Background: an optimization exercise with open tools, aiming at small area, a short achievable clock period and few clock cycles per item. Do not read the settings as production practice.
Only simulation tests tie the RTL to the original design; equivalence was not proved.

## flow/design.v (module list and top-level ports; edited modules follow where they fit)
// module tone_sin_base: 140 lines
// module tone_sin_rom: 2059 lines
// module tone_exp_seg: 75 lines
// module tone_exp_rom: 267 lines
// module tone_engine: 115 lines
// module tone_addr: 8 lines
// module tone_sin: 324 lines
// module tone_mul: 482 lines
// module tone_nx: 464 lines
// module tone_oct: 558 lines
// module tone_div3: 94 lines
// module tone_exp: 620 lines
// module tone_clk: 1064 lines
// module tone_fa: 10 lines
// module tone_ha: 9 lines
module tone_engine (
    input  wire        clk,
    input  wire        rst,
    input  wire        in_valid,
    output wire        in_ready,
    input  wire [6:0]  in_note,
    input  wire [13:0] in_bend,
    input  wire [6:0]  in_mod,
    input  wire [12:0] in_phase,
    input  wire [23:0] in_clock_hz,
    output reg         out_valid,
    input  wire        out_ready,
    output reg  [17:0] out_period
);
  // ...
==> flow/run.sh <==
#!/bin/bash
# synth_recipe.tcl (not shown) runs the flow's synth.tcl, then flattens the netlist and writes it again
# the make line also repeats each setting of config.mk as NAME=value (left out here)
make -C /OpenROAD-flow-scripts/flow DESIGN_CONFIG=/design/flow/config.mk WORK_HOME=/design/flow/orfs CLKGATE_MAP_FILE= SYNTH_SCRIPT=/design/flow/synth_recipe.tcl finish
==> flow/config.mk <==
export PLATFORM = sky130hd
export DESIGN_NAME = tone_engine
export DESIGN_NICKNAME = tone_engine
export VERILOG_FILES = /design/flow/design.v
export SDC_FILE = /design/flow/constraint.sdc
export NUM_CORES = 4
export LEC_CHECK = 0
export ABC_AREA = 1
export CAP_MARGIN = 20
export CORE_MARGIN = 2
export CORE_UTILIZATION = 55
export SLEW_MARGIN = 20
export SYNTH_HIERARCHICAL = 1
export SYNTH_MEMORY_MAX_BITS = 131072
export SYNTH_MINIMUM_KEEP_SIZE = 0
==> flow/constraint.sdc <==
create_clock -name core_clock -period 50.0 [get_ports {clk}]
set_input_delay 10.0000 -clock core_clock [delete_from_list [all_inputs] [get_ports {clk}]]
set_output_delay 10.0000 -clock core_clock [all_outputs]
set_load 0.01 [all_outputs]
==> flow_metrics.py, run 1 <==
metrics = {
    "run_status": {
        "status": "timing/DRC/antenna clean",
    },
    "finish": {
        "clkbuf_count": 45,
        "largest_class": "multi-input combinational cells",
        "drive_gt1_share_pct": 6.97,
        "multi_input_area_share_pct": 66.7,
    },
    "synth": {
        "ys_top_cells_by_area": "fa_1 (21%), edfxtp_1 (20%), nand2_1 (13%), ha_1 (12%), inv_1 (5.5%)",
        "syn_area_sq_um": 46500,
        "synthArstFlopShare_pct": 0,
        "synth_top_area_share_pct": 21.0,
        "muxShareOfSynthArea_pct": 0.253,
        "ys_seq_elements": 318,
        "synth_most_common_cell": "nand2_1",
        "synth-seq-area-share_pct": 20.4,
        "yosysWarningCount": 11,
    },
    "sta": {
        "tightest_slew_ns": 1.15,
        "max_freq_mhz": 87.0,
        "fin_ws_ns": 38.51,
        "finClkSkew_ns": 0.0404,
        "rsz0062_at_grt": "no",
    },
    "detailed_routing": {
        "vias_per_cell": 5.64,
        "wl_per_cell_um": 19.3,
        "dr_wl_met2_mm": 59.9,
    },
    "cts": {
        "cts_tree": "yes",
        "numCtsBuffers": 39,
    },
    "global_route": {
        "grtUsageMet1_pct": 41.7,
        "grt_usage_pct": 30.6,
        "grtUsageMet2_pct": 49.1,
        "grt_pass1_wl_mm": 210,
    },
    "worst_setup_path": {
        "cp_top_family": "buffers and inverters",
        "rrSetupSlack_ns": 41.73,
        "crit_required_ns": 40.00,
        "crit_path_start": "out_valid$_SDFFE_PP0P_",
        "reg2reg_to": "out_period[1]$_DFFE_PP_",
        "cp-end-kind": "output port",
        "cpMaxStageDelayCell": "clkdlybuf4s50_1",
    },
    "worst_hold_path": {
        "holdCritPathClass": "register to register",
    },
}
Testbench counts, summed over its fixed seeds: cycles 32,048, items 32,000.
==> module tone_engine, before the edit <==
module tone_engine (
    input  wire        clk,
    input  wire        rst,
    input  wire        in_valid,
    output wire        in_ready,
    input  wire [6:0]  in_note,
    input  wire [13:0] in_bend,
    input  wire [6:0]  in_mod,
    input  wire [12:0] in_phase,
    input  wire [23:0] in_clock_hz,
    output reg         out_valid,
    input  wire        out_ready,
    output reg  [17:0] out_period
);
    reg  sk_valid;              
    reg  rdy;                   
    wire en = !sk_valid;        
    assign in_ready = rdy;
    reg v1;
    reg [6:0] r1_note;
    reg [13:0] r1_bend;
    reg [6:0] r1_mod;
    reg [12:0] r1_phase;
    reg [23:0] r1_clkhz;
    reg v2;
    reg [15:0] r2_a;
    reg [13:0] r2_bend;
    reg [23:0] r2_clkhz;
    reg [6:0] r2_mod;
    reg [6:0] r2_note;
    reg [0:0] r2_q1;
    reg v3;
    reg [23:0] r3_clkhz;
    reg [23:0] r3_nx;
    reg v4;
    reg [23:0] r4_clkhz;
    reg [23:0] r4_fld;
    reg v5;
    reg [23:0] r5_clkhz;
    reg [15:0] r5_m16;
    reg [3:0] r5_sel;
    wire [11:0] addr_j;
    wire [0:0] addr_q1;
    tone_addr u_addr (.phase(r1_phase), .j(addr_j), .q1(addr_q1));
    wire [15:0] sin_a;
    tone_sin u_sin (.j(addr_j), .a(sin_a));
    wire [22:0] mul_w;
    tone_mul u_mul (.mod(r2_mod), .a(r2_a), .w(mul_w));
    wire [23:0] nx_nx;
    tone_nx u_nx (.w(mul_w), .q1(r2_q1), .note(r2_note), .bend(r2_bend), .nx(nx_nx));
    wire [25:0] oct_mp;
    tone_oct u_oct (.nx(r3_nx), .mp(oct_mp));
    wire [23:0] div3_fld;
    tone_div3 u_div3 (.mp(oct_mp), .fld(div3_fld));
    wire [15:0] exp_m16;
    wire [3:0] exp_sel;
    tone_exp u_exp (.fld(r4_fld), .m16(exp_m16), .sel(exp_sel));
    wire [17:0] clk_period;
    tone_clk u_clk (.clkhz(r5_clkhz), .m16(r5_m16), .sel(r5_sel), .period(clk_period));
    always @(posedge clk) begin
        if (rst) begin
            v1 <= 1'b0;
            v2 <= 1'b0;
            v3 <= 1'b0;
            v4 <= 1'b0;
            v5 <= 1'b0;
        end else if (en) begin
            v1 <= in_valid;
            v2 <= v1;
            v3 <= v2;
            v4 <= v3;
            v5 <= v4;
        end
        if (en) begin
            r1_note <= in_note;
            r1_bend <= in_bend;
            r1_mod <= in_mod;
            r1_phase <= in_phase;
            r1_clkhz <= in_clock_hz;
            r2_a <= sin_a;
            r2_bend <= r1_bend;
            r2_clkhz <= r1_clkhz;
            r2_mod <= r1_mod;
            r2_note <= r1_note;
            r2_q1 <= addr_q1;
            r3_clkhz <= r2_clkhz;
            r3_nx <= nx_nx;
            r4_clkhz <= r3_clkhz;
            r4_fld <= div3_fld;
            r5_clkhz <= r4_clkhz;
            r5_m16 <= exp_m16;
            r5_sel <= exp_sel;
        end
    end
    reg [17:0] sk_period;
    wire       o_free = !out_valid || out_ready;
    always @(posedge clk) begin
        if (rst) begin
            out_valid <= 1'b0;
            sk_valid  <= 1'b0;
            rdy       <= 1'b1;
        end else if (o_free) begin
            out_valid <= sk_valid || v5;
            sk_valid  <= 1'b0;
            rdy       <= 1'b1;
        end else begin
            sk_valid  <= sk_valid || v5;
            rdy       <= !(sk_valid || v5);
        end
        if (o_free)
            out_period <= sk_valid ? sk_period : clk_period;
        if (!o_free && !sk_valid)
            sk_period <= clk_period;
    end
endmodule
==> module tone_div3, before the edit <==
module tone_div3 (
    input  wire [25:0] mp,
    output wire [23:0] fld
);
    wire div3_1 = mp[1] & ~mp[0];
    wire div3_2 = ~mp[1] & mp[0];
    wire div3_3 = mp[3] & ~mp[2];
    wire div3_4 = ~mp[3] & mp[2];
    wire div3_5 = mp[5] & ~mp[4];
    wire div3_6 = ~mp[5] & mp[4];
    wire div3_7 = mp[7] & ~mp[6];
    wire div3_8 = ~mp[7] & mp[6];
    wire div3_9 = mp[9] & ~mp[8];
    wire div3_10 = ~mp[9] & mp[8];
    wire div3_11 = mp[11] & ~mp[10];
    wire div3_12 = ~mp[11] & mp[10];
    wire div3_13 = mp[13] & ~mp[12];
    wire div3_14 = ~mp[13] & mp[12];
    wire div3_15 = mp[15] & ~mp[14];
    wire div3_16 = ~mp[15] & mp[14];
    wire div3_17 = mp[17] & ~mp[16];
    wire div3_18 = ~mp[17] & mp[16];
    wire div3_19 = mp[19] & ~mp[18];
    wire div3_20 = ~mp[19] & mp[18];
    wire div3_21 = mp[21] & ~mp[20];
    wire div3_22 = ~mp[21] & mp[20];
    wire div3_23 = mp[23] & ~mp[22];
    wire div3_24 = ~mp[23] & mp[22];
    wire div3_25 = mp[25] & ~mp[24];
    wire div3_26 = ~mp[25] & mp[24];
    wire div3_27 = (~(div3_23 | div3_24) & div3_26) | (div3_24 & ~(div3_25 | div3_26)) | (div3_23 & div3_25);
    wire div3_28 = (~(div3_23 | div3_24) & div3_25) | (div3_23 & ~(div3_25 | div3_26)) | (div3_24 & div3_26);
    wire div3_29 = (~(div3_21 | div3_22) & div3_27) | (div3_22 & ~(div3_28 | div3_27)) | (div3_21 & div3_28);
    wire div3_30 = (~(div3_21 | div3_22) & div3_28) | (div3_21 & ~(div3_28 | div3_27)) | (div3_22 & div3_27);
    wire div3_31 = (~(div3_19 | div3_20) & div3_29) | (div3_20 & ~(div3_30 | div3_29)) | (div3_19 & div3_30);
    wire div3_32 = (~(div3_19 | div3_20) & div3_30) | (div3_19 & ~(div3_30 | div3_29)) | (div3_20 & div3_29);
    wire div3_33 = (~(div3_17 | div3_18) & div3_31) | (div3_18 & ~(div3_32 | div3_31)) | (div3_17 & div3_32);
    wire div3_34 = (~(div3_17 | div3_18) & div3_32) | (div3_17 & ~(div3_32 | div3_31)) | (div3_18 & div3_31);
    wire div3_35 = (~(div3_15 | div3_16) & div3_33) | (div3_16 & ~(div3_34 | div3_33)) | (div3_15 & div3_34);
    wire div3_36 = (~(div3_15 | div3_16) & div3_34) | (div3_15 & ~(div3_34 | div3_33)) | (div3_16 & div3_33);
    wire div3_37 = (~(div3_13 | div3_14) & div3_35) | (div3_14 & ~(div3_36 | div3_35)) | (div3_13 & div3_36);
    wire div3_38 = (~(div3_13 | div3_14) & div3_36) | (div3_13 & ~(div3_36 | div3_35)) | (div3_14 & div3_35);
    wire div3_39 = (~(div3_11 | div3_12) & div3_37) | (div3_12 & ~(div3_38 | div3_37)) | (div3_11 & div3_38);
    wire div3_40 = (~(div3_11 | div3_12) & div3_38) | (div3_11 & ~(div3_38 | div3_37)) | (div3_12 & div3_37);
    wire div3_41 = (~(div3_9 | div3_10) & div3_39) | (div3_10 & ~(div3_40 | div3_39)) | (div3_9 & div3_40);
    wire div3_42 = (~(div3_9 | div3_10) & div3_40) | (div3_9 & ~(div3_40 | div3_39)) | (div3_10 & div3_39);
    wire div3_43 = (~(div3_7 | div3_8) & div3_41) | (div3_8 & ~(div3_42 | div3_41)) | (div3_7 & div3_42);
    wire div3_44 = (~(div3_7 | div3_8) & div3_42) | (div3_7 & ~(div3_42 | div3_41)) | (div3_8 & div3_41);
    wire div3_45 = (~(div3_5 | div3_6) & div3_43) | (div3_6 & ~(div3_44 | div3_43)) | (div3_5 & div3_44);
    wire div3_46 = (~(div3_5 | div3_6) & div3_44) | (div3_5 & ~(div3_44 | div3_43)) | (div3_6 & div3_43);
    wire div3_47 = (~(div3_3 | div3_4) & div3_45) | (div3_4 & ~(div3_46 | div3_45)) | (div3_3 & div3_46);
    wire div3_48 = (~(div3_3 | div3_4) & div3_46) | (div3_3 & ~(div3_46 | div3_45)) | (div3_4 & div3_45);
    wire div3_49 = (~(div3_1 | div3_2) & div3_47) | (div3_2 & ~(div3_48 | div3_47)) | (div3_1 & div3_48);
    wire div3_50 = (~(div3_1 | div3_2) & div3_48) | (div3_1 & ~(div3_48 | div3_47)) | (div3_2 & div3_47);
    wire div3_51 = mp[0] ^ div3_49;
    wire div3_52 = (div3_48 & ~mp[1]) | (~(div3_48 | div3_47) & mp[1]);
    wire div3_53 = mp[1] ^ div3_52;
    wire div3_54 = mp[2] ^ div3_47;
    wire div3_55 = (div3_46 & ~mp[3]) | (~(div3_46 | div3_45) & mp[3]);
    wire div3_56 = mp[3] ^ div3_55;
    wire div3_57 = mp[4] ^ div3_45;
    wire div3_58 = (div3_44 & ~mp[5]) | (~(div3_44 | div3_43) & mp[5]);
    wire div3_59 = mp[5] ^ div3_58;
    wire div3_60 = mp[6] ^ div3_43;
    wire div3_61 = (div3_42 & ~mp[7]) | (~(div3_42 | div3_41) & mp[7]);
    wire div3_62 = mp[7] ^ div3_61;
    wire div3_63 = mp[8] ^ div3_41;
    wire div3_64 = (div3_40 & ~mp[9]) | (~(div3_40 | div3_39) & mp[9]);
    wire div3_65 = mp[9] ^ div3_64;
    wire div3_66 = mp[10] ^ div3_39;
    wire div3_67 = (div3_38 & ~mp[11]) | (~(div3_38 | div3_37) & mp[11]);
    wire div3_68 = mp[11] ^ div3_67;
    wire div3_69 = mp[12] ^ div3_37;
    wire div3_70 = (div3_36 & ~mp[13]) | (~(div3_36 | div3_35) & mp[13]);
    wire div3_71 = mp[13] ^ div3_70;
    wire div3_72 = mp[14] ^ div3_35;
    wire div3_73 = (div3_34 & ~mp[15]) | (~(div3_34 | div3_33) & mp[15]);
    wire div3_74 = mp[15] ^ div3_73;
    wire div3_75 = mp[16] ^ div3_33;
    wire div3_76 = (div3_32 & ~mp[17]) | (~(div3_32 | div3_31) & mp[17]);
    wire div3_77 = mp[17] ^ div3_76;
    wire div3_78 = mp[18] ^ div3_31;
    wire div3_79 = (div3_30 & ~mp[19]) | (~(div3_30 | div3_29) & mp[19]);
    wire div3_80 = mp[19] ^ div3_79;
    wire div3_81 = mp[20] ^ div3_29;
    wire div3_82 = (div3_28 & ~mp[21]) | (~(div3_28 | div3_27) & mp[21]);
    wire div3_83 = mp[21] ^ div3_82;
    wire div3_84 = mp[22] ^ div3_27;
    wire div3_85 = (div3_25 & ~mp[23]) | (~(div3_25 | div3_26) & mp[23]);
    wire div3_86 = mp[23] ^ div3_85;
    wire div3_87 = mp[24] ^ div3_26;
    wire div3_88 = mp[25] ^ 1'b0;
    assign fld = {div3_86, div3_84, div3_83, div3_81, div3_80, div3_78, div3_77, div3_75, div3_74, div3_72, div3_71, div3_69, div3_68, div3_66, div3_65, div3_63, div3_62, div3_60, div3_59, div3_57, div3_56, div3_54, div3_53, div3_51};
endmodule
==> inputs of run 2 (changes only) <==
--- a/flow/design.v
+++ b/flow/design.v
@@ -2564,53 +2564,47 @@
     reg [12:0] r1_phase;
     reg [23:0] r1_clkhz;
     reg v2;
-    reg [15:0] r2_a;
     reg [13:0] r2_bend;
     reg [23:0] r2_clkhz;
-    reg [6:0] r2_mod;
     reg [6:0] r2_note;
     reg [0:0] r2_q1;
+    reg [22:0] r2_w;
     reg v3;
     reg [23:0] r3_clkhz;
-    reg [23:0] r3_nx;
+    reg [25:0] r3_mp;
     reg v4;
     reg [23:0] r4_clkhz;
-    reg [23:0] r4_fld;
-    reg v5;
-    reg [23:0] r5_clkhz;
-    reg [15:0] r5_m16;
-    reg [3:0] r5_sel;
+    reg [15:0] r4_m16;
+    reg [3:0] r4_sel;
     wire [11:0] addr_j;
     wire [0:0] addr_q1;
     tone_addr u_addr (.phase(r1_phase), .j(addr_j), .q1(addr_q1));
     wire [15:0] sin_a;
     tone_sin u_sin (.j(addr_j), .a(sin_a));
     wire [22:0] mul_w;
-    tone_mul u_mul (.mod(r2_mod), .a(r2_a), .w(mul_w));
+    tone_mul u_mul (.mod(r1_mod), .a(sin_a), .w(mul_w));
     wire [23:0] nx_nx;
-    tone_nx u_nx (.w(mul_w), .q1(r2_q1), .note(r2_note), .bend(r2_bend), .nx(nx_nx));
+    tone_nx u_nx (.w(r2_w), .q1(r2_q1), .note(r2_note), .bend(r2_bend), .nx(nx_nx));
     wire [25:0] oct_mp;
-    tone_oct u_oct (.nx(r3_nx), .mp(oct_mp));
+    tone_oct u_oct (.nx(nx_nx), .mp(oct_mp));
     wire [23:0] div3_fld;
-    tone_div3 u_div3 (.mp(oct_mp), .fld(div3_fld));
+    tone_div3 u_div3 (.mp(r3_mp), .fld(div3_fld));
     wire [15:0] exp_m16;
     wire [3:0] exp_sel;
-    tone_exp u_exp (.fld(r4_fld), .m16(exp_m16), .sel(exp_sel));
+    tone_exp u_exp (.fld(div3_fld), .m16(exp_m16), .sel(exp_sel));
     wire [17:0] clk_period;
-    tone_clk u_clk (.clkhz(r5_clkhz), .m16(r5_m16), .sel(r5_sel), .period(clk_period));
+    tone_clk u_clk (.clkhz(r4_clkhz), .m16(r4_m16), .sel(r4_sel), .period(clk_period));
     always @(posedge clk) begin
         if (rst) begin
             v1 <= 1'b0;
             v2 <= 1'b0;
             v3 <= 1'b0;
             v4 <= 1'b0;
-            v5 <= 1'b0;
         end else if (en) begin
             v1 <= in_valid;
             v2 <= v1;
             v3 <= v2;
             v4 <= v3;
-            v5 <= v4;
         end
         if (en) begin
             r1_note <= in_note;
@@ -2618,19 +2612,16 @@
             r1_mod <= in_mod;
             r1_phase <= in_phase;
             r1_clkhz <= in_clock_hz;
-            r2_a <= sin_a;
             r2_bend <= r1_bend;
             r2_clkhz <= r1_clkhz;
-            r2_mod <= r1_mod;
             r2_note <= r1_note;
             r2_q1 <= addr_q1;
+            r2_w <= mul_w;
             r3_clkhz <= r2_clkhz;
-            r3_nx <= nx_nx;
+            r3_mp <= oct_mp;
             r4_clkhz <= r3_clkhz;
-            r4_fld <= div3_fld;
-            r5_clkhz <= r4_clkhz;
-            r5_m16 <= exp_m16;
-            r5_sel <= exp_sel;
+            r4_m16 <= exp_m16;
+            r4_sel <= exp_sel;
         end
     end
     reg [17:0] sk_period;
@@ -2641,12 +2632,12 @@
             sk_valid  <= 1'b0;
             rdy       <= 1'b1;
         end else if (o_free) begin
-            out_valid <= sk_valid || v5;
+            out_valid <= sk_valid || v4;
             sk_valid  <= 1'b0;
             rdy       <= 1'b1;
         end else begin
-            sk_valid  <= sk_valid || v5;
-            rdy       <= !(sk_valid || v5);
+            sk_valid  <= sk_valid || v4;
+            rdy       <= !(sk_valid || v4);
         end
         if (o_free)
             out_period <= sk_valid ? sk_period : clk_period;
@@ -4522,67 +4513,87 @@
     wire div3_26 = ~mp[25] & mp[24];
     wire div3_27 = (~(div3_23 | div3_24) & div3_26) | (div3_24 & ~(div3_25 | div3_26)) | (div3_23 & div3_25);
     wire div3_28 = (~(div3_23 | div3_24) & div3_25) | (div3_23 & ~(div3_25 | div3_26)) | (div3_24 & div3_26);
-    wire div3_29 = (~(div3_21 | div3_22) & div3_27) | (div3_22 & ~(div3_28 | div3_27)) | (div3_21 & div3_28);
-    wire div3_30 = (~(div3_21 | div3_22) & div3_28) | (div3_21 & ~(div3_28 | div3_27)) | (div3_22 & div3_27);
-    wire div3_31 = (~(div3_19 | div3_20) & div3_29) | (div3_20 & ~(div3_30 | div3_29)) | (div3_19 & div3_30);
-    wire div3_32 = (~(div3_19 | div3_20) & div3_30) | (div3_19 & ~(div3_30 | div3_29)) | (div3_20 & div3_29);
-    wire div3_33 = (~(div3_17 | div3_18) & div3_31) | (div3_18 & ~(div3_32 | div3_31)) | (div3_17 & div3_32);
-    wire div3_34 = (~(div3_17 | div3_18) & div3_32) | (div3_17 & ~(div3_32 | div3_31)) | (div3_18 & div3_31);
-    wire div3_35 = (~(div3_15 | div3_16) & div3_33) | (div3_16 & ~(div3_34 | div3_33)) | (div3_15 & div3_34);
-    wire div3_36 = (~(div3_15 | div3_16) & div3_34) | (div3_15 & ~(div3_34 | div3_33)) | (div3_16 & div3_33);
-    wire div3_37 = (~(div3_13 | div3_14) & div3_35) | (div3_14 & ~(div3_36 | div3_35)) | (div3_13 & div3_36);
-    wire div3_38 = (~(div3_13 | div3_14) & div3_36) | (div3_13 & ~(div3_36 | div3_35)) | (div3_14 & div3_35);
-    wire div3_39 = (~(div3_11 | div3_12) & div3_37) | (div3_12 & ~(div3_38 | div3_37)) | (div3_11 & div3_38);
-    wire div3_40 = (~(div3_11 | div3_12) & div3_38) | (div3_11 & ~(div3_38 | div3_37)) | (div3_12 & div3_37);
-    wire div3_41 = (~(div3_9 | div3_10) & div3_39) | (div3_10 & ~(div3_40 | div3_39)) | (div3_9 & div3_40);
-    wire div3_42 = (~(div3_9 | div3_10) & div3_40) | (div3_9 & ~(div3_40 | div3_39)) | (div3_10 & div3_39);
-    wire div3_43 = (~(div3_7 | div3_8) & div3_41) | (div3_8 & ~(div3_42 | div3_41)) | (div3_7 & div3_42);
-    wire div3_44 = (~(div3_7 | div3_8) & div3_42) | (div3_7 & ~(div3_42 | div3_41)) | (div3_8 & div3_41);
-    wire div3_45 = (~(div3_5 | div3_6) & div3_43) | (div3_6 & ~(div3_44 | div3_43)) | (div3_5 & div3_44);
-    wire div3_46 = (~(div3_5 | div3_6) & div3_44) | (div3_5 & ~(div3_44 | div3_43)) | (div3_6 & div3_43);
-    wire div3_47 = (~(div3_3 | div3_4) & div3_45) | (div3_4 & ~(div3_46 | div3_45)) | (div3_3 & div3_46);
-    wire div3_48 = (~(div3_3 | div3_4) & div3_46) | (div3_3 & ~(div3_46 | div3_45)) | (div3_4 & div3_45);
-    wire div3_49 = (~(div3_1 | div3_2) & div3_47) | (div3_2 & ~(div3_48 | div3_47)) | (div3_1 & div3_48);
-    wire div3_50 = (~(div3_1 | div3_2) & div3_48) | (div3_1 & ~(div3_48 | div3_47)) | (div3_2 & div3_47);
-    wire div3_51 = mp[0] ^ div3_49;
-    wire div3_52 = (div3_48 & ~mp[1]) | (~(div3_48 | div3_47) & mp[1]);
-    wire div3_53 = mp[1] ^ div3_52;
-    wire div3_54 = mp[2] ^ div3_47;
-    wire div3_55 = (div3_46 & ~mp[3]) | (~(div3_46 | div3_45) & mp[3]);
-    wire div3_56 = mp[3] ^ div3_55;
-    wire div3_57 = mp[4] ^ div3_45;
-    wire div3_58 = (div3_44 & ~mp[5]) | (~(div3_44 | div3_43) & mp[5]);
-    wire div3_59 = mp[5] ^ div3_58;
-    wire div3_60 = mp[6] ^ div3_43;
-    wire div3_61 = (div3_42 & ~mp[7]) | (~(div3_42 | div3_41) & mp[7]);
-    wire div3_62 = mp[7] ^ div3_61;
-    wire div3_63 = mp[8] ^ div3_41;
-    wire div3_64 = (div3_40 & ~mp[9]) | (~(div3_40 | div3_39) & mp[9]);
-    wire div3_65 = mp[9] ^ div3_64;
-    wire div3_66 = mp[10] ^ div3_39;
-    wire div3_67 = (div3_38 & ~mp[11]) | (~(div3_38 | div3_37) & mp[11]);
-    wire div3_68 = mp[11] ^ div3_67;
-    wire div3_69 = mp[12] ^ div3_37;
-    wire div3_70 = (div3_36 & ~mp[13]) | (~(div3_36 | div3_35) & mp[13]);
-    wire div3_71 = mp[13] ^ div3_70;
-    wire div3_72 = mp[14] ^ div3_35;
-    wire div3_73 = (div3_34 & ~mp[15]) | (~(div3_34 | div3_33) & mp[15]);
-    wire div3_74 = mp[15] ^ div3_73;
-    wire div3_75 = mp[16] ^ div3_33;
-    wire div3_76 = (div3_32 & ~mp[17]) | (~(div3_32 | div3_31) & mp[17]);
-    wire div3_77 = mp[17] ^ div3_76;
-    wire div3_78 = mp[18] ^ div3_31;
-    wire div3_79 = (div3_30 & ~mp[19]) | (~(div3_30 | div3_29) & mp[19]);
-    wire div3_80 = mp[19] ^ div3_79;
-    wire div3_81 = mp[20] ^ div3_29;
-    wire div3_82 = (div3_28 & ~mp[21]) | (~(div3_28 | div3_27) & mp[21]);
-    wire div3_83 = mp[21] ^ div3_82;
-    wire div3_84 = mp[22] ^ div3_27;
-    wire div3_85 = (div3_25 & ~mp[23]) | (~(div3_25 | div3_26) & mp[23]);
-    wire div3_86 = mp[23] ^ div3_85;
-    wire div3_87 = mp[24] ^ div3_26;
-    wire div3_88 = mp[25] ^ 1'b0;
-    assign fld = {div3_86, div3_84, div3_83, div3_81, div3_80, div3_78, div3_77, div3_75, div3_74, div3_72, div3_71, div3_69, div3_68, div3_66, div3_65, div3_63, div3_62, div3_60, div3_59, div3_57, div3_56, div3_54, div3_53, div3_51};
+    wire div3_29 = (~(div3_19 | div3_20) & div3_22) | (div3_20 & ~(div3_21 | div3_22)) | (div3_19 & div3_21);
+    wire div3_30 = (~(div3_19 | div3_20) & div3_21) | (div3_19 & ~(div3_21 | div3_22)) | (div3_20 & div3_22);
+    wire div3_31 = (~(div3_15 | div3_16) & div3_18) | (div3_16 & ~(div3_17 | div3_18)) | (div3_15 & div3_17);
+    wire div3_32 = (~(div3_15 | div3_16) & div3_17) | (div3_15 & ~(div3_17 | div3_18)) | (div3_16 & div3_18);
+    wire div3_33 = (~(div3_11 | div3_12) & div3_14) | (div3_12 & ~(div3_13 | div3_14)) | (div3_11 & div3_13);
+    wire div3_34 = (~(div3_11 | div3_12) & div3_13) | (div3_11 & ~(div3_13 | div3_14)) | (div3_12 & div3_14);
+    wire div3_35 = (~(div3_7 | div3_8) & div3_10) | (div3_8 & ~(div3_9 | div3_10)) | (div3_7 & div3_9);
+    wire div3_36 = (~(div3_7 | div3_8) & div3_9) | (div3_7 & ~(div3_9 | div3_10)) | (div3_8 & div3_10);
+    wire div3_37 = (~(div3_3 | div3_4) & div3_6) | (div3_4 & ~(div3_5 | div3_6)) | (div3_3 & div3_5);
+    wire div3_38 = (~(div3_3 | div3_4) & div3_5) | (div3_3 & ~(div3_5 | div3_6)) | (div3_4 & div3_6);
+    wire div3_39 = (~(div3_21 | div3_22) & div3_27) | (div3_22 & ~(div3_28 | div3_27)) | (div3_21 & div3_28);
+    wire div3_40 = (~(div3_21 | div3_22) & div3_28) | (div3_21 & ~(div3_28 | div3_27)) | (div3_22 & div3_27);
+    wire div3_41 = (~(div3_30 | div3_29) & div3_27) | (div3_29 & ~(div3_28 | div3_27)) | (div3_30 & div3_28);
+    wire div3_42 = (~(div3_30 | div3_29) & div3_28) | (div3_30 & ~(div3_28 | div3_27)) | (div3_29 & div3_27);
+    wire div3_43 = (~(div3_13 | div3_14) & div3_31) | (div3_14 & ~(div3_32 | div3_31)) | (div3_13 & div3_32);
+    wire div3_44 = (~(div3_13 | div3_14) & div3_32) | (div3_13 & ~(div3_32 | div3_31)) | (div3_14 & div3_31);
+    wire div3_45 = (~(div3_34 | div3_33) & div3_31) | (div3_33 & ~(div3_32 | div3_31)) | (div3_34 & div3_32);
+    wire div3_46 = (~(div3_34 | div3_33) & div3_32) | (div3_34 & ~(div3_32 | div3_31)) | (div3_33 & div3_31);
+    wire div3_47 = (~(div3_5 | div3_6) & div3_35) | (div3_6 & ~(div3_36 | div3_35)) | (div3_5 & div3_36);
+    wire div3_48 = (~(div3_5 | div3_6) & div3_36) | (div3_5 & ~(div3_36 | div3_35)) | (div3_6 & div3_35);
+    wire div3_49 = (~(div3_38 | div3_37) & div3_35) | (div3_37 & ~(div3_36 | div3_35)) | (div3_38 & div3_36);
+    wire div3_50 = (~(div3_38 | div3_37) & div3_36) | (div3_38 & ~(div3_36 | div3_35)) | (div3_37 & div3_35);
+    wire div3_51 = (~(div3_17 | div3_18) & div3_41) | (div3_18 & ~(div3_42 | div3_41)) | (div3_17 & div3_42);
+    wire div3_52 = (~(div3_17 | div3_18) & div3_42) | (div3_17 & ~(div3_42 | div3_41)) | (div3_18 & div3_41);
+    wire div3_53 = (~(div3_32 | div3_31) & div3_41) | (div3_31 & ~(div3_42 | div3_41)) | (div3_32 & div3_42);
+    wire div3_54 = (~(div3_32 | div3_31) & div3_42) | (div3_32 & ~(div3_42 | div3_41)) | (div3_31 & div3_41);
+    wire div3_55 = (~(div3_44 | div3_43) & div3_41) | (div3_43 & ~(div3_42 | div3_41)) | (div3_44 & div3_42);
+    wire div3_56 = (~(div3_44 | div3_43) & div3_42) | (div3_44 & ~(div3_42 | div3_41)) | (div3_43 & div3_41);
+    wire div3_57 = (~(div3_46 | div3_45) & div3_41) | (div3_45 & ~(div3_42 | div3_41)) | (div3_46 & div3_42);
+    wire div3_58 = (~(div3_46 | div3_45) & div3_42) | (div3_46 & ~(div3_42 | div3_41)) | (div3_45 & div3_41);
+    wire div3_59 = (~(div3_1 | div3_2) & div3_49) | (div3_2 & ~(div3_50 | div3_49)) | (div3_1 & div3_50);
+    wire div3_60 = (~(div3_1 | div3_2) & div3_50) | (div3_1 & ~(div3_50 | div3_49)) | (div3_2 & div3_49);
+    wire div3_61 = (~(div3_9 | div3_10) & div3_57) | (div3_10 & ~(div3_58 | div3_57)) | (div3_9 & div3_58);
+    wire div3_62 = (~(div3_9 | div3_10) & div3_58) | (div3_9 & ~(div3_58 | div3_57)) | (div3_10 & div3_57);
+    wire div3_63 = (~(div3_36 | div3_35) & div3_57) | (div3_35 & ~(div3_58 | div3_57)) | (div3_36 & div3_58);
+    wire div3_64 = (~(div3_36 | div3_35) & div3_58) | (div3_36 & ~(div3_58 | div3_57)) | (div3_35 & div3_57);
+    wire div3_65 = (~(div3_48 | div3_47) & div3_57) | (div3_47 & ~(div3_58 | div3_57)) | (div3_48 & div3_58);
+    wire div3_66 = (~(div3_48 | div3_47) & div3_58) | (div3_48 & ~(div3_58 | div3_57)) | (div3_47 & div3_57);
+    wire div3_67 = (~(div3_50 | div3_49) & div3_57) | (div3_49 & ~(div3_58 | div3_57)) | (div3_50 & div3_58);
+    wire div3_68 = (~(div3_50 | div3_49) & div3_58) | (div3_50 & ~(div3_58 | div3_57)) | (div3_49 & div3_57);
+    wire div3_69 = (~(div3_60 | div3_59) & div3_57) | (div3_59 & ~(div3_58 | div3_57)) | (div3_60 & div3_58);
+    wire div3_70 = (~(div3_60 | div3_59) & div3_58) | (div3_60 & ~(div3_58 | div3_57)) | (div3_59 & div3_57);
+    wire div3_71 = mp[0] ^ div3_69;
+    wire div3_72 = (div3_68 & ~mp[1]) | (~(div3_68 | div3_67) & mp[1]);
+    wire div3_73 = mp[1] ^ div3_72;
+    wire div3_74 = mp[2] ^ div3_67;
+    wire div3_75 = (div3_66 & ~mp[3]) | (~(div3_66 | div3_65) & mp[3]);
+    wire div3_76 = mp[3] ^ div3_75;
+    wire div3_77 = mp[4] ^ div3_65;
+    wire div3_78 = (div3_64 & ~mp[5]) | (~(div3_64 | div3_63) & mp[5]);
+    wire div3_79 = mp[5] ^ div3_78;
+    wire div3_80 = mp[6] ^ div3_63;
+    wire div3_81 = (div3_62 & ~mp[7]) | (~(div3_62 | div3_61) & mp[7]);
+    wire div3_82 = mp[7] ^ div3_81;
+    wire div3_83 = mp[8] ^ div3_61;
+    wire div3_84 = (div3_58 & ~mp[9]) | (~(div3_58 | div3_57) & mp[9]);
+    wire div3_85 = mp[9] ^ div3_84;
+    wire div3_86 = mp[10] ^ div3_57;
+    wire div3_87 = (div3_56 & ~mp[11]) | (~(div3_56 | div3_55) & mp[11]);
+    wire div3_88 = mp[11] ^ div3_87;
+    wire div3_89 = mp[12] ^ div3_55;
+    wire div3_90 = (div3_54 & ~mp[13]) | (~(div3_54 | div3_53) & mp[13]);
+    wire div3_91 = mp[13] ^ div3_90;
+    wire div3_92 = mp[14] ^ div3_53;
+    wire div3_93 = (div3_52 & ~mp[15]) | (~(div3_52 | div3_51) & mp[15]);
+    wire div3_94 = mp[15] ^ div3_93;
+    wire div3_95 = mp[16] ^ div3_51;
+    wire div3_96 = (div3_42 & ~mp[17]) | (~(div3_42 | div3_41) & mp[17]);
+    wire div3_97 = mp[17] ^ div3_96;
+    wire div3_98 = mp[18] ^ div3_41;
+    wire div3_99 = (div3_40 & ~mp[19]) | (~(div3_40 | div3_39) & mp[19]);
+    wire div3_100 = mp[19] ^ div3_99;
+    wire div3_101 = mp[20] ^ div3_39;
+    wire div3_102 = (div3_28 & ~mp[21]) | (~(div3_28 | div3_27) & mp[21]);
+    wire div3_103 = mp[21] ^ div3_102;
+    wire div3_104 = mp[22] ^ div3_27;
+    wire div3_105 = (div3_25 & ~mp[23]) | (~(div3_25 | div3_26) & mp[23]);
+    wire div3_106 = mp[23] ^ div3_105;
+    wire div3_107 = mp[24] ^ div3_26;
+    wire div3_108 = mp[25] ^ 1'b0;
+    assign fld = {div3_106, div3_104, div3_103, div3_101, div3_100, div3_98, div3_97, div3_95, div3_94, div3_92, div3_91, div3_89, div3_88, div3_86, div3_85, div3_83, div3_82, div3_80, div3_79, div3_77, div3_76, div3_74, div3_73, div3_71};
 endmodule
 module tone_exp (
     input  wire [23:0] fld,
==> run 2 against run 1 <==
Area after synthesis shrank 3.2%. Utilization is essentially flat. Highest routed layer unchanged. Register-to-register slack lost 3.4 ns. Clock skew grew 0.0067 ns. Largest cell class unchanged. Final cell count shrank 1.6%. Design area shrank 3.5%. Wire length shrank 0.41%. Synthesized cell count shrank 0.24%. Still clean on timing, DRC and antenna. Critical path depth grew 47.
==> flow_metrics.py, run 2 <==
metrics = {
    "synth": {
        "synth_top_area_cell": "fa_1",
        "synth_nets": 6726,
        "synth-seq-area-share_pct": 17.9,
        "ys_seq_elements": 271,
        "yosysWarningCount": 11,
        "synth_flop_cell": "edfxtp_1",
        "synthArstFlopShare_pct": 0,
        "syn_inst": 5735,
        "synth_top_area_share_pct": 21.7,
        "synth_edf_count": 264,
        "synth_common_cells": "nand2_1 (1666), inv_1 (670), fa_1 (488)",
        "syn_area_sq_um": 45000,
        "synth_cell_types": 63,
        "ys_top_cells_by_area": "fa_1 (22%), edfxtp_1 (18%), nand2_1 (14%), ha_1 (12%), inv_1 (5.6%)",
        "synth_most_common_cell": "nand2_1",
        "avgSynthCellArea_sq_um": 7.85,
    },
    "cts": {
        "htreeDepth": 2,
        "path_clk_slew_ns": 0.06,
        "cts_tree": "yes",
        "cts-root-buf": "clkbuf_16",
        "cts_setup_buffers": 0,
        "post_cts_resized": 0,
        "numCtsBuffers": 34,
        "clkSinkCount": 271,
        "clockBufferDepth": 3,
        "hold_buffers": 0,
        "clkLatencyLatePin_ns": 0.58,
    },
    "sta": {
        "max_slew_margin_pct": 26.1,
        "setup_violations": 0,
        "finalCriticalPeriod_ns": 11.65,
        "max_freq_mhz": 85.9,
        "fin_tns_setup_ns": 0,
        "final_max_slew_viol_count": 0,
        "period_share_pct": 23.3,
        "rsz0062_at_grt": "no",
        "tightest_slew_ns": 1.10,
        "final-hold-violation-count": 0,
        "finClkSkew_ns": 0.0470,
    },
    "placement": {
        "place_congestion": 0.994,
        "dp.final_hpwl_mm": 99.0,
        "dp.cells": 6634,
        "io_buffers": 88,
        "dpl_cell_area_sq_um": 46000,
    },
    "worst_setup_path": {
        "cpMaxStageDelayCell": "edfxtp_1",
        "critical_path_arrival_ns": 11.94,
        "crit_required_ns": 50.30,
        "cpPeakStageDelay_ns": 0.60,
        "cp-end-kind": "register",
        "cp_num_buf_inv": 6,
        "worstRegToRegCells": 48,
        "cp_top_family": "adder cells",
        "crit_fanout": 14,
        "crit_type": "register to register",
        "cp_num_cells": 48,
        "crit_top_cell": "nand2_1",
        "crit_path_start_kind": "register",
    },
    "finish": {
        "layout_commonest_cell": "nand2_1",
        "multi_input_area_sq_um": 32700,
        "final_cell_mix": "nand2_1 (1665), inv_1 (670), fa_1 (488), ha_1 (434), nand3_1 (360)",
        "insertedDiodeCount": 0,
        "largest_register": "r3_mp",
        "nets": 6601,
        "largest_reg_flops": 26,
        "fin_cells": 6694,
        "seqCellArea_sq_um": 8070,
        "area_growth_syn_to_layout_pct": 4.74,
        "n_fill_cell": 7694,
        "drive_gt1_share_pct": 5.98,
        "final_cell_area_sq_um": 47200,
    },
    "detailed_routing": {
        "wl_per_cell_um": 19.5,
        "drc": 0,
        "ant_nets": 0,
        "vias_per_cell": 5.76,
        "routed_wl_mm": 131,
        "firstDrtPassIters": 6,
        "dr_total_vias": 38600,
        "drt_iter0_markers": 3308,
    },
    "run_status": {
        "status": "timing/DRC/antenna clean",
    },
    "die": {
        "initial_core_util_pct": 55.7,
        "rows": 104,
        "die_y_um": 290,
        "die_width_um": 290,
        "ios": 89,
        "die_area_sq_um": 84200,
        "core_area_sq_um": 80800,
    },
    "worst_hold_path": {
        "holdCritPathClass": "register to register",
        "worstHoldPathCells": 0,
    },
    "global_route": {
        "grt_max_degree": 107,
        "overflow": 0,
        "grt_pass1_vias": 38500,
        "grt_usage_pct": 31.2,
        "antenna_found_initial": 0,
        "grt_pass1_wl_mm": 211,
    },
    "run": {
        "drv_cap": 0,
    },
}
[run 2: cell count changes after synthesis, sizes merged, moves of 3 or more]
cell	change
a21oi	+3
a22oi	+3
clkbuf	+3
edfxtp	-46
inv	-12
nand2	+58
nand3	+14
nor2	-27
o211ai	-6
o21ai	-6
o22ai	+5
xor2	-4
[run 2: final timing paths]
kind / start / end / slack, ns
setup / recovery: r1_phase[11]$_DFFE_PN_ / r2_w[19]$_DFFE_PN_ / 38.35
hold / removal: r3_clkhz[15]$_DFFE_PN_ / r4_clkhz[15]$_DFFE_PN_ / 0.41
setup reg to reg: r1_phase[11]$_DFFE_PN_ / r2_w[19]$_DFFE_PN_ / 38.35
hold reg to reg: r3_clkhz[15]$_DFFE_PN_ / r4_clkhz[15]$_DFFE_PN_ / 0.41
[run 2: cell type report]
| cell class | count | share of cell area, % |
|---|---|---|
| timing repair buffer | 132 | 2.58 |
| tap | 1060 | 2.81 |
| inverter | 727 | 5.81 |
| multi-input combinational | 4444 | 69.3 |
| sequential | 271 | 17.1 |
| clock inverter | 21 | 0.478 |
| clock buffer | 39 | 1.89 |
[run 2: logic make-up (layout without fill, tap and decap cells)]
family | count (synthesis) | in the layout | share of synthesized area [%]
compound gates | 674 | 674 | 8.51
xor+xnor | 289 | 289 | 5.66
fa+ha+maj | 922 | 922 | 33.8
buf+inv | 1020 | 919 | 9.83
flops | 271 | 271 | 17.9
mux | 11 | 11 | 0.261
simple gates | 2548 | 2548 | 24.1
[run 2: per-layer routing]
layer	vias to the layer above	part of all wire [%]	GRT usage, %
met4	0	4.0	11.6
met1	18500	42	41.5
li1	18100	-	-
met3	324	6.9	3.54
met2	1623	47	52.4
met5	-	0	0
[run 2: modules after synthesis (local to each module, per instance), excerpt]
| module | copies in the design | cells | area [sq um] | flops+latches |
|---|---|---|---|---|
| tone_engine | 1 | 363 | 8450 | 271 |
| tone_sin_rom | 1 | 368 | 1780 | 0 |
| tone_exp | 1 | 335 | 1770 | 0 |
| tone_addr | 1 | 93 | 480 | 0 |
| tone_sin | 1 | 181 | 1100 | 0 |
| tone_ha | 103 | 1 | 12.5 | 0 |
| tone_exp_rom | 1 | 436 | 2120 | 0 |
| tone_fa | 437 | 1 | 20.0 | 0 |
| tone_clk | 1 | 1048 | 6640 | 0 |
| tone_div3 | 1 | 332 | 1880 | 0 |
| tone_nx | 1 | 299 | 2030 | 0 |
| tone_exp_seg | 1 | 429 | 1980 | 0 |
| tone_mul | 1 | 282 | 1580 | 0 |
| tone_oct | 1 | 239 | 1460 | 0 |
[run 2: per-stage QoR]
| stage | worst slack (ns) | util, % | hold slack [ns] |
|---|---|---|---|
| 6_report | 38.35 | 58.3 | 0.411 |
| 5_1_grt | 37.75 | 58.3 | 0.420 |
| 4_1_cts | 38.47 | 58.3 | 0.409 |
| 3_5_place_dp | 38.22 | 57.0 | 0.405 |
| 3_3_place_gp | 38.23 | 57.0 | 0.401 |
| 2_1_floorplan | 38.28 | - | 0.400 |
Testbench counts of run 2, summed over its fixed seeds: cycles 32,040, items 32,000.

separate check: timing with driven ports:
Ports are ideal in the flow. The routed layouts listed here were re-timed in OpenROAD.
Step 1 assumes that a clkbuf_16 drives the clock port and a buf_2 every other input.
Step 2 adds t to the input delays and takes it off the output delays; t is the mean of the earliest and latest rising clock arrival at the registers after step 1. Input paths then give back, and output paths get back, about the clock's delay inside the block.
Slacks: ideal / step 1 / step 2; pairs: ideal / step 1.
run | t, ns | setup slack, ns | hold slack, ns | latest minus earliest clock arrival (ns) | worst register clock-pin slew, ns
run 1 | 0.656 | 38.508 / 38.438 / 38.174 | 0.414 / 0.414 / 0.414 | 0.044 / 0.044 | 0.07 / 0.07
run 2 | 0.619 | 38.354 / 38.354 / 38.225 | 0.411 / 0.411 / 0.411 | 0.049 / 0.049 | 0.08 / 0.08
After both steps every run listed still meets setup and hold. For run 1, which loses most, drivers alone change the setup slack by -0.070 ns; drivers and shift together by -0.334 ns.
